Source: an optimization exercise on an open RTL-to-GDS flow (aim: small area). Production flows keep margins and buffers that such runs may drop.
Function was checked by simulation only, so behaviour that the tests miss may differ from the original.

==> violet <==
## fxd
module fxd #(
    parameter W  = 32,
    parameter K  = 6,
    parameter EW = 8
) (
    input  wire            clk,
    input  wire            rst,
    input  wire            cmd_valid,
    input  wire [W+6:0]    cmd_word,
    output wire            cmd_ready,
    output wire            busy,
    output wire            done,
    output wire [1:0]      result,
    output wire [7:0]      ocount,
    output wire [EW-1:0]   errcode,
    output wire [16+EW-1:0] status,
    output wire            out_valid,
    output wire [7:0]      out_byte,
    output wire [1:0]      out_seg,
    output wire            out_seg_last,
    output wire            out_end,
    input  wire            snk_ready,
    input  wire            snk_err,
    input  wire [EW-1:0]   snk_code
);
    localparam [2:0] IDLE = 3'd0, RESOLVE = 3'd1, INTDIG = 3'd2, FRACDIG = 3'd3,
                     EMIT_SIGN = 3'd4, EMIT_INT = 3'd5, EMIT_POINT = 3'd6,
                     EMIT_FRAC = 3'd7;
    reg [2:0]    phase;
    reg [31:0]   w;
    reg [5:0]    fb;
    reg          pol;
    reg [39:0]   stk;
    reg [2:0]    k;
    reg [4:0]    ocnt;      
    reg [1:0]    res;
    reg [EW-1:0] ecode;
    reg          done_q;
    wire [31:0] c_raw = cmd_word[31:0];
    wire [5:0]  c_f   = cmd_word[37:32];
    wire        c_neg = cmd_word[38] & c_raw[31];
    wire        c_legal = ~(c_f[5] & (|c_f[4:0]));
    reg  [31:0] c_mag;
    reg         c_any;
    integer n;
    always @(*) begin
        c_any = 1'b0;
        for (n = 0; n < 32; n = n + 1) begin
            c_mag[n] = c_raw[n] ^ (c_neg & c_any);
            c_any = c_any | c_raw[n];
        end
    end
    wire [4:0]  c_rot = c_f[4:0];
    reg  [31:0] c_w;
    always @(*) begin
        c_w = c_mag;
        if (c_rot[4]) c_w = {c_w[15:0], c_w[31:16]};
        if (c_rot[3]) c_w = {c_w[7:0], c_w[31:8]};
  ...
export LEC_CHECK = 0
export ABC_AREA = 1
export CAP_MARGIN = 20
export CORE_MARGIN = 2
export CORE_UTILIZATION = 40
export SLEW_MARGIN = 20
create_clock -name core_clock -period 17.0 [get_ports {clk}]
standard.sh (not shown) runs the stock make flow with config.mk's settings and CLKGATE_MAP_FILE= SYNTH_SCRIPT=/design/flow/synth_recipe.tcl, a recipe that flattens the netlist after the stock synthesis.
==> flow/flow/run.sh <==
#!/bin/bash
set -euo pipefail
here=$(pwd)
rm -rf "$here/scripts_alt"
cp -r "$FLOW_HOME/scripts" "$here/scripts_alt"
cp "$here/flow/abc_area.script" "$here/scripts_alt/abc_area.script"
export SCRIPTS_DIR="$here/scripts_alt"
export BUFFER_PORTS_ARGS="-buffer_cell sky130_fd_sc_hd__buf_1"
export CTS_ARGS="-sink_clustering_enable -repair_clock_nets -dont_use_dummy_load -sink_clustering_size 50 -sink_clustering_max_diameter 300"
export DONT_USE_CELLS="sky130_fd_sc_hd__buf_4 sky130_fd_sc_hd__buf_6 sky130_fd_sc_hd__buf_8 sky130_fd_sc_hd__buf_12 sky130_fd_sc_hd__buf_16"
bash standard.sh finish > "$here/standard.log" 2>&1
==> flow/flow/abc_area.script <==
strash
&get -n
&deepsyn -T 60
&put
balance
rewrite
refactor
balance
rewrite
rewrite -z
balance
refactor -z
rewrite -z
balance
dch -f
amap
topo
stime -c
buffer -c
upsize -c
dnsize -c
==> pepper (differences from violet) <==
==> flow/flow/run.sh (replaced) <==
#!/bin/bash
set -euo pipefail
here=$(pwd)
rm -rf "$here/scripts_alt"
cp -r "$FLOW_HOME/scripts" "$here/scripts_alt"
cp "$here/flow/abc_area.script" "$here/scripts_alt/abc_area.script"
export SCRIPTS_DIR="$here/scripts_alt"
export BUFFER_PORTS_ARGS="-buffer_cell sky130_fd_sc_hd__buf_1"
export CTS_ARGS="-sink_clustering_enable -repair_clock_nets -dont_use_dummy_load -sink_clustering_size 50 -sink_clustering_max_diameter 300"
bash standard.sh finish > "$here/standard.log" 2>&1
==> quartz (differences from violet) <==
--- a/flow/design.v
+++ b/flow/design.v
@@ -129,13 +129,13 @@
     assign out_seg   = phase[1:0];
     wire int_last    = (stk[7:4] == 4'hF);
     wire frac_last   = (k == 3'd1);
     assign out_seg_last = (phase == EMIT_INT) ? int_last :
                           (phase == EMIT_FRAC) ? frac_last : 1'b1;
     assign out_end   = (phase == EMIT_FRAC) & frac_last;
-    wire [3:0] dig   = stk[3:0];
+    wire [3:0] dig   = phase[1] ? fdig : stk[3:0];
     assign out_byte  = (phase[0]) ? {4'h3, dig} : {4'h2, 2'b11, phase[1], ~phase[1]};
     always @(posedge clk) begin
         if (rst) begin
             phase  <= IDLE;
             ocnt   <= 5'd0;
             res    <= 2'd0;
@@ -183,19 +183,14 @@
                         case (phase)
                             EMIT_SIGN: phase <= EMIT_INT;
                             EMIT_INT: begin
                                 stk <= {4'hF, stk[39:4]};
                                 if (int_last) phase <= EMIT_POINT;
                             end
-                            EMIT_POINT: begin
-                                stk[3:0] <= fdig;
-                                w <= fp[31:0];
-                                phase <= EMIT_FRAC;
-                            end
+                            EMIT_POINT: phase <= EMIT_FRAC;
                             default: begin
-                                stk[3:0] <= fdig;
                                 w <= fp[31:0];
                                 k <= k - 3'd1;
                                 if (frac_last) begin
                                     res    <= 2'd1;
                                     done_q <= 1'b1;
                                     phase  <= IDLE;
==> flow/flow/run.sh (replaced) <==
#!/bin/bash
set -euo pipefail
here=$(pwd)
rm -rf "$here/scripts_alt"
cp -r "$FLOW_HOME/scripts" "$here/scripts_alt"
cp "$here/flow/abc_area.script" "$here/scripts_alt/abc_area.script"
export SCRIPTS_DIR="$here/scripts_alt"
export BUFFER_PORTS_ARGS="-buffer_cell sky130_fd_sc_hd__buf_1"
export CTS_ARGS="-sink_clustering_enable -repair_clock_nets -dont_use_dummy_load -sink_clustering_size 25 -buf_list sky130_fd_sc_hd__clkbuf_8"
bash standard.sh finish > "$here/standard.log" 2>&1
==> flow/flow/abc_area.script (replaced) <==
strash
&get -n
&deepsyn -T 60
&put
balance
rewrite
refactor
balance
rewrite
rewrite -z
balance
refactor -z
rewrite -z
balance
dch -f
amap
topo
==> delta (differences from violet) <==
--- a/flow/design.v
+++ b/flow/design.v
@@ -129,13 +129,13 @@
     assign out_seg   = phase[1:0];
     wire int_last    = (stk[7:4] == 4'hF);
     wire frac_last   = (k == 3'd1);
     assign out_seg_last = (phase == EMIT_INT) ? int_last :
                           (phase == EMIT_FRAC) ? frac_last : 1'b1;
     assign out_end   = (phase == EMIT_FRAC) & frac_last;
-    wire [3:0] dig   = stk[3:0];
+    wire [3:0] dig   = phase[1] ? fdig : stk[3:0];
     assign out_byte  = (phase[0]) ? {4'h3, dig} : {4'h2, 2'b11, phase[1], ~phase[1]};
     always @(posedge clk) begin
         if (rst) begin
             phase  <= IDLE;
             ocnt   <= 5'd0;
             res    <= 2'd0;
@@ -183,19 +183,14 @@
                         case (phase)
                             EMIT_SIGN: phase <= EMIT_INT;
                             EMIT_INT: begin
                                 stk <= {4'hF, stk[39:4]};
                                 if (int_last) phase <= EMIT_POINT;
                             end
-                            EMIT_POINT: begin
-                                stk[3:0] <= fdig;
-                                w <= fp[31:0];
-                                phase <= EMIT_FRAC;
-                            end
+                            EMIT_POINT: phase <= EMIT_FRAC;
                             default: begin
-                                stk[3:0] <= fdig;
                                 w <= fp[31:0];
                                 k <= k - 3'd1;
                                 if (frac_last) begin
                                     res    <= 2'd1;
                                     done_q <= 1'b1;
                                     phase  <= IDLE;
==> flow/flow/run.sh (replaced) <==
#!/bin/bash
set -euo pipefail
here=$(pwd)
rm -rf "$here/scripts_alt"
cp -r "$FLOW_HOME/scripts" "$here/scripts_alt"
cp "$here/flow/abc_area.script" "$here/scripts_alt/abc_area.script"
export SCRIPTS_DIR="$here/scripts_alt"
export BUFFER_PORTS_ARGS="-buffer_cell sky130_fd_sc_hd__buf_1"
export CTS_ARGS="-sink_clustering_enable -repair_clock_nets -dont_use_dummy_load -sink_clustering_size 50 -sink_clustering_max_diameter 300"
bash standard.sh finish > "$here/standard.log" 2>&1
==> flow/flow/abc_area.script (replaced) <==
strash
&get -n
&deepsyn -T 60
&put
balance
rewrite
refactor
balance
rewrite
rewrite -z
balance
refactor -z
rewrite -z
balance
dch -f
amap
topo
==> flow/config.mk (replaced) <==
export PLATFORM = sky130hd
export DESIGN_NAME = fxd
export DESIGN_NICKNAME = fxd
export VERILOG_FILES = /design/flow/design.v
export SDC_FILE = /design/flow/constraint.sdc
export NUM_CORES = 4
export LEC_CHECK = 0
export ABC_AREA = 1
export CAP_MARGIN = 0
export CORE_MARGIN = 2
export CORE_UTILIZATION = 40
export SLEW_MARGIN = 0
==> summary of the runs <==
In flip-flop and latch count, pepper and quartz do not differ.
Hold slack: delta < quartz < pepper < violet.
Against delta, the wire length of pepper is larger by about 5%.
Synthesized cell count, highest first: violet, pepper, delta, quartz.
Via count, lowest first: quartz, violet, delta, pepper.
Setup slack: pepper > violet > quartz > delta.
==> figures <==
quantity                                                       delta     violet     pepper    quartz
Status                                      timing/DRC/antenna clean  timing/DRC/antenna clean  timing/DRC/antenna clean  timing/DRC/antenna clean
Count of filler cells inserted in the layout                    2208       2467       2498      2378
Max transition margin                                          0.360      0.329      0.273     0.276
Global-route wire length before repair                       46.7 mm    48.9 mm    49.9 mm   46.2 mm
Drt via density                                                 5.80       5.89       6.13      6.00
Clk_skew                                                     24.7 ps    23.4 ps    22.4 ps   34.5 ps
Met2 WL                                                      13.5 mm    14.5 mm    14.3 mm   13.6 mm
Share of the core filled with cells in the final layout        0.496      0.438      0.435     0.455
Post-CTS Resized                                                  18          0          0        12
Buffer type at the clock tree root                         clkbuf_16  clkbuf_16  clkbuf_16  clkbuf_8
Count of inverters not on the clock network in the layout        119        114        107       116
Largest net degree at the start of global routing                 61         49         51        47

[static timing again, ports no longer ideal]
In the flow no input, the clock included, has a driving cell. The finished layouts below were timed again as built, in two steps.
Step 1 assumes that a clkbuf_16 drives the clock port and a buf_2 every other input.
Step 2 times the ports against the registers' clock, not the clock port: input delays grow and output delays shrink by t, the midpoint of the rising clock arrivals with the driver on.
Slacks: ideal / step 1 / step 2; pairs: ideal / step 1.
run | t, ns | slack for setup (ns) | hold WS [ns] | worst register clock-pin slew, ns
violet | 0.391 | 2.106 / 2.106 / 2.106 | 0.527 / 0.527 / 0.527 | 0.08 / 0.08
pepper | 0.401 | 3.338 / 3.338 / 3.338 | 0.496 / 0.496 / 0.496 | 0.09 / 0.09
quartz | 0.418 | 0.504 / 0.462 / 0.881 | 0.485 / 0.485 / 0.485 | 0.12 / 0.12
delta | 0.402 | 0.323 / 0.275 / 0.677 | 0.482 / 0.482 / 0.482 | 0.08 / 0.08
After both steps every run listed still meets setup and hold.
